This design comes from an exercise in tuning for a short achievable clock period and few clock cycles on the open sky130 flow, not from production work. The RTL was checked by simulation tests, not by an equivalence proof against the original design.

Design beebc_core, start of the top module:
module beebc_core (
    input  wire       clk,
    input  wire       rst,         
    output wire [3:0] mem_addr,
    input  wire [7:0] mem_rdata,
    output wire [7:0] mem_wdata,
    output wire       mem_we,
    output wire [7:0] out,
    output wire       out_strobe,
    output wire       halted
);
For scale: about 1600 cells after synthesis, roughly 310 flip-flops, roughly 33 I/O pins, about 16000 um2 of cells after synthesis.
clock: 5.0 ns
lec_check: 0
cap_margin: 20
core_margin: 2
core_utilization: 40
setup_slack_margin: 2.4
slew_margin: 20
tns_end_percent: 100
run.sh (not shown) runs the stock make flow with config.mk's settings and CLKGATE_MAP_FILE= SYNTH_SCRIPT=/design/flow/synth_recipe.tcl, a recipe that flattens the netlist after the stock synthesis.
Testbench counts at the start, summed over its fixed seeds: cycles 27,888.
==> next run, changes <==
--- a/flow/design.v
+++ b/flow/design.v
@@ -99,16 +99,20 @@
     wire       s_co, d_co;
     beebc_add8 u_add (.x(a), .y(bop),  .ci(1'b0), .s(sum), .co(s_co));
     beebc_add8 u_sub (.x(a), .y(~bop), .ci(1'b1), .s(dif), .co(d_co));
     wire       ovf   = x_sub ? ~d_co : s_co;    
     wire [7:0] r     = x_sub ? dif : sum;
     wire       z_new = x_sub ? (a == bop) : ((a == 8'h00) & (bop == 8'h00));
-    wire [7:0] alu_next = ovf ? alu : r;
-    wire [7:0] a_ld  = (x_exec & x_lda) ? bop : ((x_exec & x_ldi) ? {4'h0, xn} : a);
-    wire [7:0] a_nr  = x_flags ? r : a_ld;
-    wire [7:0] a_nx  = (x_flags & ovf) ? alu : a_nr;
+    wire       fa    = ~rst & x_flags & ~x_sub;
+    wire       fs    = ~rst & x_flags & x_sub;
+    wire [7:0] m_add = s_co ? alu : sum;
+    wire [7:0] m_sub = d_co ? dif : alu;
+    wire [7:0] a_ld  = rst ? 8'h00 : ((x_exec & x_lda) ? bop : ((x_exec & x_ldi) ? {4'h0, xn} : a));
+    wire [7:0] a_nx  = fa ? m_add : (fs ? m_sub : a_ld);
+    wire [7:0] alu_nx = fa ? m_add : (fs ? m_sub : (rst ? 8'h00 : alu));
+    wire       cf_nx = fa ? s_co : (fs ? ~d_co : (~rst & cf));
     wire  [3:0] jn     = fir[3:0];
     wire        jv     = fv & ~pend;
     wire f_lda, f_alu, f_sub, f_sta, f_ldi, f_jmp, f_jc, f_jz, f_out, f_hlt;
     beebc_decoder u_dj (
         .opcode (fir[7:4]),
         .is_lda (f_lda), .is_alu (f_alu), .is_sub (f_sub), .is_sta (f_sta),
@@ -239,16 +243,13 @@
             fv       <= 1'b0;
             pend     <= 1'b0;
             fpc      <= 4'h0;
             fpc1     <= 4'h1;
             fpc2     <= 4'h2;
             fpc1_oh  <= 16'h0002;
-            a        <= 8'h00;
-            alu      <= 8'h00;
             out_r    <= 8'h00;
-            cf       <= 1'b0;
             zf       <= 1'b0;
             halted_r <= 1'b0;
             halted_o <= 1'b0;
             out_valid <= 1'b0;
             pa       <= 4'h0;
             pwe      <= 1'b0;
@@ -321,25 +322,26 @@
                         f_oh <= rd_oh;
                         fv   <= 1'b1;
                     end
                     halted_o <= halt_nx | (((xv & x_hlt) | early_h) & ~outv_nx);
                 end
             end
-            a <= a_nx;
-            if (x_flags) begin
-                alu <= alu_next;
-                cf  <= ovf;
+            if (x_flags)
                 zf  <= z_new;
-            end
             if (x_exec) begin
                 if (x_out) out_r <= a;
                 if (x_hlt) halted_r <= 1'b1;
             end
             if (halted_o) halted_r <= 1'b1;
         end
     end
+    always @(posedge clk) begin
+        a   <= a_nx;
+        alu <= alu_nx;
+        cf  <= cf_nx;
+    end
     assign mem_addr   = pa;
     assign mem_wdata  = a;
     assign mem_we     = pwe;
     assign out        = out_r;
     assign out_strobe = out_valid;
     assign halted     = halted_o;
=> First-iteration DRC count rises by 14%; worst setup slack is worse by 0.18 ns; area after synthesis rises by 1.6%; count of clock-buffer cells in the layout falls by 7; final cell count falls by 2.2%; wire length falls by 7.6%; global-route usage falls by 2.4 points; register-to-register slack is worse by 0.18 ns; cell area falls by 2.1%.
Testbench counts after the change, summed over its fixed seeds: cycles 27,888.

========
run A:
The RTL this note starts from:
==> flow/design.v <==
module beebc_decoder (
    input  wire [3:0] opcode,
    output wire       is_lda,
    output wire       is_alu,    
    output wire       is_sub,
    output wire       is_sta,
    output wire       is_ldi,
    output wire       is_jmp,
    output wire       is_jc,
    output wire       is_jz,
    output wire       is_out,
    output wire       is_hlt
);
    assign is_lda = (opcode == 4'd1);
    assign is_alu = (opcode == 4'd2) | (opcode == 4'd3);
    assign is_sub = (opcode == 4'd3);
    assign is_sta = (opcode == 4'd4);
    assign is_ldi = (opcode == 4'd5);
    assign is_jmp = (opcode == 4'd6);
    assign is_jc  = (opcode == 4'd7);
    assign is_jz  = (opcode == 4'd8);
    assign is_out = (opcode == 4'd14);
    assign is_hlt = (opcode == 4'd15);
endmodule
module beebc_core (
    input  wire       clk,
    input  wire       rst,         
    output wire [3:0] mem_addr,
    input  wire [7:0] mem_rdata,
    output wire [7:0] mem_wdata,
    output wire       mem_we,
    output wire [7:0] out,
    output wire       out_strobe,
    output wire       halted
);
    reg  [7:0] xir;
    reg [15:0] x_oh;        
    reg        xv;          
    reg  [7:0] bop;         
    reg        bv;          
    reg  [7:0] fir;
    reg [15:0] f_oh;        
    reg        fv;          
    reg  [3:0] fpc;
    reg  [3:0] fpc1;        
    reg  [3:0] fpc2;        
    reg [15:0] fpc1_oh;     
    reg  [7:0] a;
    reg  [7:0] alu;
    reg  [7:0] out_r;
    reg        cf;
    reg        zf;
    reg        halted_r;    
    reg        halted_o;    
    reg        out_valid;   
    reg  [7:0] mc [0:15];
    reg [15:0] mv;
    reg  [3:0] pa;          
    reg [15:0] pa_oh;       
    reg        pwe;         
    reg        p_opnd;      
    reg        p_fill;      
    function [15:0] dec16;
        input [3:0] v;
        dec16 = 16'h0001 << v;
    endfunction
    function [15:0] rotl;
        input [15:0] v;
        rotl = {v[14:0], v[15]};
    endfunction
    function [7:0] sel8;
        input [15:0] oh;
        integer k;
        begin
            sel8 = 8'h00;
            for (k = 0; k < 16; k = k + 1)
                sel8 = sel8 | (mc[k] & {8{oh[k]}});
        end
    endfunction
    wire run = ~halted_r;
    wire rd  = ~pwe;
    wire [3:0] xn = xir[3:0];
    reg x_lda, x_alu, x_sub, x_sta, x_ldi, x_out, x_hlt;
    wire x_exec  = run & xv & ~((x_lda | x_alu) & ~bv) & ~(x_hlt & out_valid);
    wire advance = run & (~xv | x_exec);    
    wire [7:0] sum, dif;
    wire       s_co, d_co;
    beebc_add8 u_add (.x(a), .y(bop),  .ci(1'b0), .s(sum), .co(s_co));
    beebc_add8 u_sub (.x(a), .y(~bop), .ci(1'b1), .s(dif), .co(d_co));
    wire       ovf   = x_sub ? ~d_co : s_co;    
    wire [7:0] r     = x_sub ? dif : sum;
    wire       z_new = x_sub ? (a == bop) : ((a == 8'h00) & (bop == 8'h00));
    wire [7:0] alu_next = ovf ? alu : r;
    wire       x_flags = x_exec & x_alu;
    wire       cf_n  = x_flags ? ovf   : cf;
    wire       zf_n  = x_flags ? z_new : zf;
    wire        f_fill = ~fv & p_fill;
    wire        jv     = fv | f_fill;
    wire  [7:0] jir    = fv ? fir : mem_rdata;
    wire  [3:0] jn     = jir[3:0];
    wire [15:0] j_oh   = fv ? f_oh : dec16(mem_rdata[3:0]);
    wire j_lda, j_alu, j_sub, j_sta, j_ldi, j_jmp, j_jc, j_jz, j_out, j_hlt;
    beebc_decoder u_dj (
        .opcode (jir[7:4]),
        .is_lda (j_lda), .is_alu (j_alu), .is_sub (j_sub), .is_sta (j_sta),
        .is_ldi (j_ldi), .is_jmp (j_jmp), .is_jc  (j_jc),  .is_jz  (j_jz),
        .is_out (j_out), .is_hlt (j_hlt)
    );
    wire j_taken = j_jmp | (j_jc & cf_n) | (j_jz & zf_n);
    wire       m1_w = pwe & |(x_oh & j_oh);
    wire       m1_r = rd  & |(pa_oh & j_oh);
    wire       m1_v = |(mv & j_oh);
    wire [7:0] m1   = m1_w ? a : (m1_v ? sel8(j_oh) : mem_rdata);
    wire       m1ok = m1_w | m1_v | m1_r;
    wire       m2_w = pwe & |(x_oh & fpc1_oh);
    wire       m2_r = rd  & |(pa_oh & fpc1_oh);
    wire       m2_v = |(mv & fpc1_oh);
    wire [7:0] m2   = m2_w ? a : (m2_v ? sel8(fpc1_oh) : mem_rdata);
    wire       m2ok = m2_w | m2_v | m2_r;
    wire       j_self = j_sta & (jn == fpc1);
    wire halt_nx = halted_r | (x_exec & x_hlt);
    wire outv_nx = x_exec & x_out;
    wire       jd_sta  = j_sta & ~halt_nx;
    wire       jd_opnd = (j_lda | j_alu) & ~m1ok;
    wire [3:0] jn1     = jn + 4'd1;
    wire [3:0] pa_t    = (jd_sta | jd_opnd) ? jn : (~m1ok ? jn   : jn1);
    wire [3:0] pa_n    = (jd_sta | jd_opnd) ? jn : (~m2ok ? fpc1 : fpc2);
    wire       fill_t  = ~(jd_sta | jd_opnd) & ~m1ok;
    wire       fill_n  = ~(jd_sta | jd_opnd) & ~m2ok;
    wire       fv_h    = fv | f_fill;
    wire       hd_sta  = xv & x_sta & ~halt_nx;
    wire       hd_opnd = xv & (x_lda | x_alu) & ~bv & ~p_opnd;
    wire [3:0] pf_h    = |(mv & fpc1_oh) ? fpc2 : fpc1;
    wire [15:0] fpc_oh  = {fpc1_oh[0], fpc1_oh[15:1]};
    wire [15:0] fpc2_oh = rotl(fpc1_oh);
    wire [15:0] jn1_oh  = rotl(j_oh);
    wire [15:0] pa_t_oh = (jd_sta | jd_opnd) ? j_oh : (~m1ok ? j_oh    : jn1_oh);
    wire [15:0] pa_n_oh = (jd_sta | jd_opnd) ? j_oh : (~m2ok ? fpc1_oh : fpc2_oh);
    wire [15:0] pf_h_oh = |(mv & fpc1_oh) ? fpc2_oh : fpc1_oh;
    reg  [3:0] pa_nx;
    reg [15:0] pa_oh_nx;
    reg        pwe_nx, opnd_nx, fill_nx;
    always @(*) begin
        pa_nx = fpc; pa_oh_nx = fpc_oh;
        pwe_nx = 1'b0; opnd_nx = 1'b0; fill_nx = 1'b0;
        if (advance & jv) begin
            pwe_nx   = jd_sta;
            opnd_nx  = jd_opnd;
            pa_nx    = j_taken ? pa_t : pa_n;
            pa_oh_nx = j_taken ? pa_t_oh : pa_n_oh;
            fill_nx  = j_taken ? fill_t : fill_n;
        end else if (advance) begin
            pa_nx    = fpc;
            pa_oh_nx = fpc_oh;
            fill_nx  = 1'b1;
        end else begin
            if (hd_sta | hd_opnd) begin
                pa_nx    = xn;
                pa_oh_nx = x_oh;
                pwe_nx   = hd_sta;
                opnd_nx  = hd_opnd;
            end else if (~fv_h) begin
                pa_nx    = fpc;
                pa_oh_nx = fpc_oh;
                fill_nx  = 1'b1;
            end else begin
                pa_nx    = pf_h;
                pa_oh_nx = pf_h_oh;
            end
        end
    end
    always @(posedge clk) begin
        if (rst) begin
            mv <= 16'h0000;
        end else if (run) begin
            if (pwe)
                mc[pa] <= a;
            else
                mc[pa] <= mem_rdata;
            mv[pa] <= 1'b1;
        end
    end
    wire [7:0] fir_nx = j_taken ? m1 : m2;
    always @(posedge clk) begin
        if (rst) begin
            xv       <= 1'b0;
            fv       <= 1'b0;
            fpc      <= 4'h0;
            fpc1     <= 4'h1;
            fpc2     <= 4'h2;
            fpc1_oh  <= 16'h0002;
            a        <= 8'h00;
            alu      <= 8'h00;
            out_r    <= 8'h00;
            cf       <= 1'b0;
            zf       <= 1'b0;
            halted_r <= 1'b0;
            halted_o <= 1'b0;
            out_valid <= 1'b0;
            pa       <= 4'h0;
            pa_oh    <= 16'h0001;
            pwe      <= 1'b0;
            p_opnd   <= 1'b0;
            p_fill   <= 1'b1;
        end else begin
            out_valid <= outv_nx;
            if (run) begin
                pa     <= pa_nx;
                pa_oh  <= pa_oh_nx;
                pwe    <= pwe_nx;
                p_opnd <= opnd_nx;
                p_fill <= fill_nx;
                if (advance) begin
                    xir  <= jir;
                    x_lda <= j_lda;
                    x_alu <= j_alu;
                    x_sub <= j_sub;
                    x_sta <= j_sta;
                    x_ldi <= j_ldi;
                    x_out <= j_out;
                    x_hlt <= j_hlt;
                    x_oh <= j_oh;
                    xv   <= jv;
                    bop  <= m1;
                    bv   <= m1ok;
                    if (jv) begin
                        fir  <= fir_nx;
                        f_oh <= j_taken ? dec16(m1[3:0]) : dec16(m2[3:0]);
                        fv   <= j_taken ? m1ok : (m2ok & ~j_self);
                        if (j_taken) begin
                            fpc     <= jn;
                            fpc1    <= jn + 4'd1;
                            fpc2    <= jn + 4'd2;
                            fpc1_oh <= rotl(j_oh);
                        end else begin
                            fpc     <= fpc1;
                            fpc1    <= fpc2;
                            fpc2    <= fpc2 + 4'd1;
                            fpc1_oh <= rotl(fpc1_oh);
                        end
                    end
                    halted_o <= halt_nx | (jv & j_hlt & ~outv_nx);
                end else begin
                    if (p_opnd) begin
                        bop <= mem_rdata;
                        bv  <= 1'b1;
                    end
                    if (f_fill) begin
                        fir  <= mem_rdata;
                        f_oh <= dec16(mem_rdata[3:0]);
                        fv   <= 1'b1;
                    end
                    halted_o <= halt_nx | (xv & x_hlt & ~outv_nx);
                end
            end
            if (x_exec) begin
                if (x_lda) a <= bop;
                if (x_ldi) a <= {4'h0, xn};
                if (x_alu) begin
                    a   <= alu_next;
                    alu <= alu_next;
                    cf  <= ovf;
                    zf  <= z_new;
                end
                if (x_out) out_r <= a;
                if (x_hlt) halted_r <= 1'b1;
            end
        end
    end
    assign mem_addr   = pa;
    assign mem_wdata  = a;
    assign mem_we     = pwe;
    assign out        = out_r;
    assign out_strobe = out_valid;
    assign halted     = halted_o;
endmodule
module beebc_add8 (
    input  wire [7:0] x,
    input  wire [7:0] y,
    input  wire       ci,
    output wire [7:0] s,
    output wire       co
);
    wire [7:0] p = x ^ y;
    wire [7:0] g0 = {x[7:1] & y[7:1], (x[0] & y[0]) | (p[0] & ci)};
    wire [7:0] p0 = p;
    wire [7:0] g1, p1, g2, p2, g3;
    genvar i;
    generate
        for (i = 0; i < 8; i = i + 1) begin : l1
            if (i >= 1) begin : a
                assign g1[i] = g0[i] | (p0[i] & g0[i-1]);
                assign p1[i] = p0[i] & p0[i-1];
            end else begin : b
                assign g1[i] = g0[i];
                assign p1[i] = p0[i];
            end
        end
        for (i = 0; i < 8; i = i + 1) begin : l2
            if (i >= 2) begin : a
                assign g2[i] = g1[i] | (p1[i] & g1[i-2]);
                assign p2[i] = p1[i] & p1[i-2];
            end else begin : b
                assign g2[i] = g1[i];
                assign p2[i] = p1[i];
            end
        end
        for (i = 0; i < 8; i = i + 1) begin : l3
            if (i >= 4) begin : a
                assign g3[i] = g2[i] | (p2[i] & g2[i-4]);
            end else begin : b
                assign g3[i] = g2[i];
            end
        end
    endgenerate
    wire [7:0] c = {g3[6:0], ci};
    assign s  = p ^ c;
    assign co = g3[7];
endmodule
==> flow/config.mk <==
export PLATFORM = sky130hd
export DESIGN_NAME = beebc_core
export DESIGN_NICKNAME = beebc_core
export VERILOG_FILES = /design/flow/design.v
export SDC_FILE = /design/flow/constraint.sdc
export NUM_CORES = 4
export LEC_CHECK = 0
export ABC_CLOCK_PERIOD_IN_PS = 2000
export CAP_MARGIN = 20
export CORE_MARGIN = 2
export CORE_UTILIZATION = 40
export SETUP_SLACK_MARGIN = 3.0
export SLEW_MARGIN = 20
==> flow/constraint.sdc <==
create_clock -name core_clock -period 5.0 [get_ports {clk}]
set_input_delay 1.0000 -clock core_clock [delete_from_list [all_inputs] [get_ports {clk}]]
set_output_delay 1.0000 -clock core_clock [all_outputs]
set_load 0.01 [all_outputs]
Testbench counts of run A, summed over its fixed seeds: cycles 26,421.
diff inputs: run A => run B
-- flow/design.v --
<<< run A, line 119
    wire       m2ok = m2_w | m2_v | m2_r;
    wire       j_self = j_sta & (jn == fpc1);
    wire halt_nx = halted_r | (x_exec & x_hlt);
    wire outv_nx = x_exec & x_out;
    wire       jd_sta  = j_sta & ~halt_nx;
>>> run B, line 119
    wire       m2ok = m2_w | m2_v | m2_r;
    wire       j_self = j_sta & (jn == fpc1);
    wire halt_nx = halted_r | halted_o | (x_exec & x_hlt);
    wire outv_nx = x_exec & x_out;
    wire       jd_sta  = j_sta & ~halt_nx;
<<< run A, line 182
    end
    wire [7:0] fir_nx = j_taken ? m1 : m2;
    always @(posedge clk) begin
        if (rst) begin
>>> run B, line 182
    end
    wire [7:0] fir_nx = j_taken ? m1 : m2;
    wire m1_hlt = m1ok & (m1[7:4] == 4'hf);
    wire m2_hlt = m2ok & ~j_self & (m2[7:4] == 4'hf);
    wire fa_hlt = j_taken ? m1_hlt : m2_hlt;
    wire early_a = jv & ~((j_lda | j_alu) & ~m1ok) & ~j_sta & ~j_out & fa_hlt;
    wire fh_hlt = fv ? (fir[7:4] == 4'hf) : (f_fill & (mem_rdata[7:4] == 4'hf));
    wire early_h = xv & ~((x_lda | x_alu) & ~bv & ~p_opnd) & ~x_sta & ~x_out & fh_hlt;
    always @(posedge clk) begin
        if (rst) begin
<<< run A, line 240
                        end
                    end
                    halted_o <= halt_nx | (jv & j_hlt & ~outv_nx);
                end else begin
                    if (p_opnd) begin
>>> run B, line 246
                        end
                    end
                    halted_o <= halt_nx | (((jv & j_hlt) | early_a) & ~outv_nx);
                end else begin
                    if (p_opnd) begin
<<< run A, line 251
                        fv   <= 1'b1;
                    end
                    halted_o <= halt_nx | (xv & x_hlt & ~outv_nx);
                end
            end
>>> run B, line 257
                        fv   <= 1'b1;
                    end
                    halted_o <= halt_nx | (((xv & x_hlt) | early_h) & ~outv_nx);
                end
            end
<<< run A, line 265
                if (x_out) out_r <= a;
                if (x_hlt) halted_r <= 1'b1;
            end
        end
>>> run B, line 271
                if (x_out) out_r <= a;
                if (x_hlt) halted_r <= 1'b1;
            end
            if (halted_o) halted_r <= 1'b1;
            if (x_exec) begin
            end
        end
[summary]
- Between run B and run A, the difference in vertical extent of the die is negligible.
- Diff run A -> run B: first-pass GRT wire length now sits higher, upper clock frequency limit now sits lower, area added between synthesis and finish now sits lower.
- Run B vs run A, topmost layer with routed signal wires: met5 vs met4
- Compared with run A, in run B post-synthesis instance area went down by about 0.55%; HPWL reported at the end of detailed placement went up by about 4.5%.
- Changes observed in run B relative to run A: final wirelength grew by 1700 um; number of H-tree levels held steady.
Testbench counts of run B, summed over its fixed seeds: cycles 25,888.

-- afterwards: timing with drivers on the ports --
Ports are ideal in the flow. The routed layouts listed here were re-timed in OpenROAD. Step 1 (the two cells are an assumption about what drives the block):
set clk [get_ports {clk}]
set_driving_cell -lib_cell sky130_fd_sc_hd__clkbuf_16 $clk
set_driving_cell -lib_cell sky130_fd_sc_hd__buf_2 [delete_from_list [all_inputs] $clk]
Step 2 adds t to the input delays and takes it off the output delays; t is the mean of the earliest and latest rising clock arrival at the registers after step 1. Input paths then give back, and output paths get back, about the clock's delay inside the block. Three values: ideal ports, drivers, drivers and shift; two values: the first two.
| run | t, ns | setup WS [ns] | latest minus earliest clock arrival (ns) | cell pins on the clock port's net |
|---|---|---|---|---|
| the first run of note 1 | 0.612 | 2.334 / 2.276 / 1.832 | 0.035 / 0.034 | 1 |
| the second run of note 1 | 0.597 | 2.151 / 2.151 / 1.742 | 0.027 / 0.028 | 1 |
| run A | 0.631 | 1.662 / 1.662 / 1.054 | 0.027 / 0.027 | 1 |
| run B | 0.665 | 1.510 / 1.510 / 0.899 | 0.023 / 0.023 | 1 |
After both steps setup and hold are still met in every run listed. For run B, which loses most, drivers alone change the setup slack by 0.000 ns; drivers and shift together by -0.611 ns.
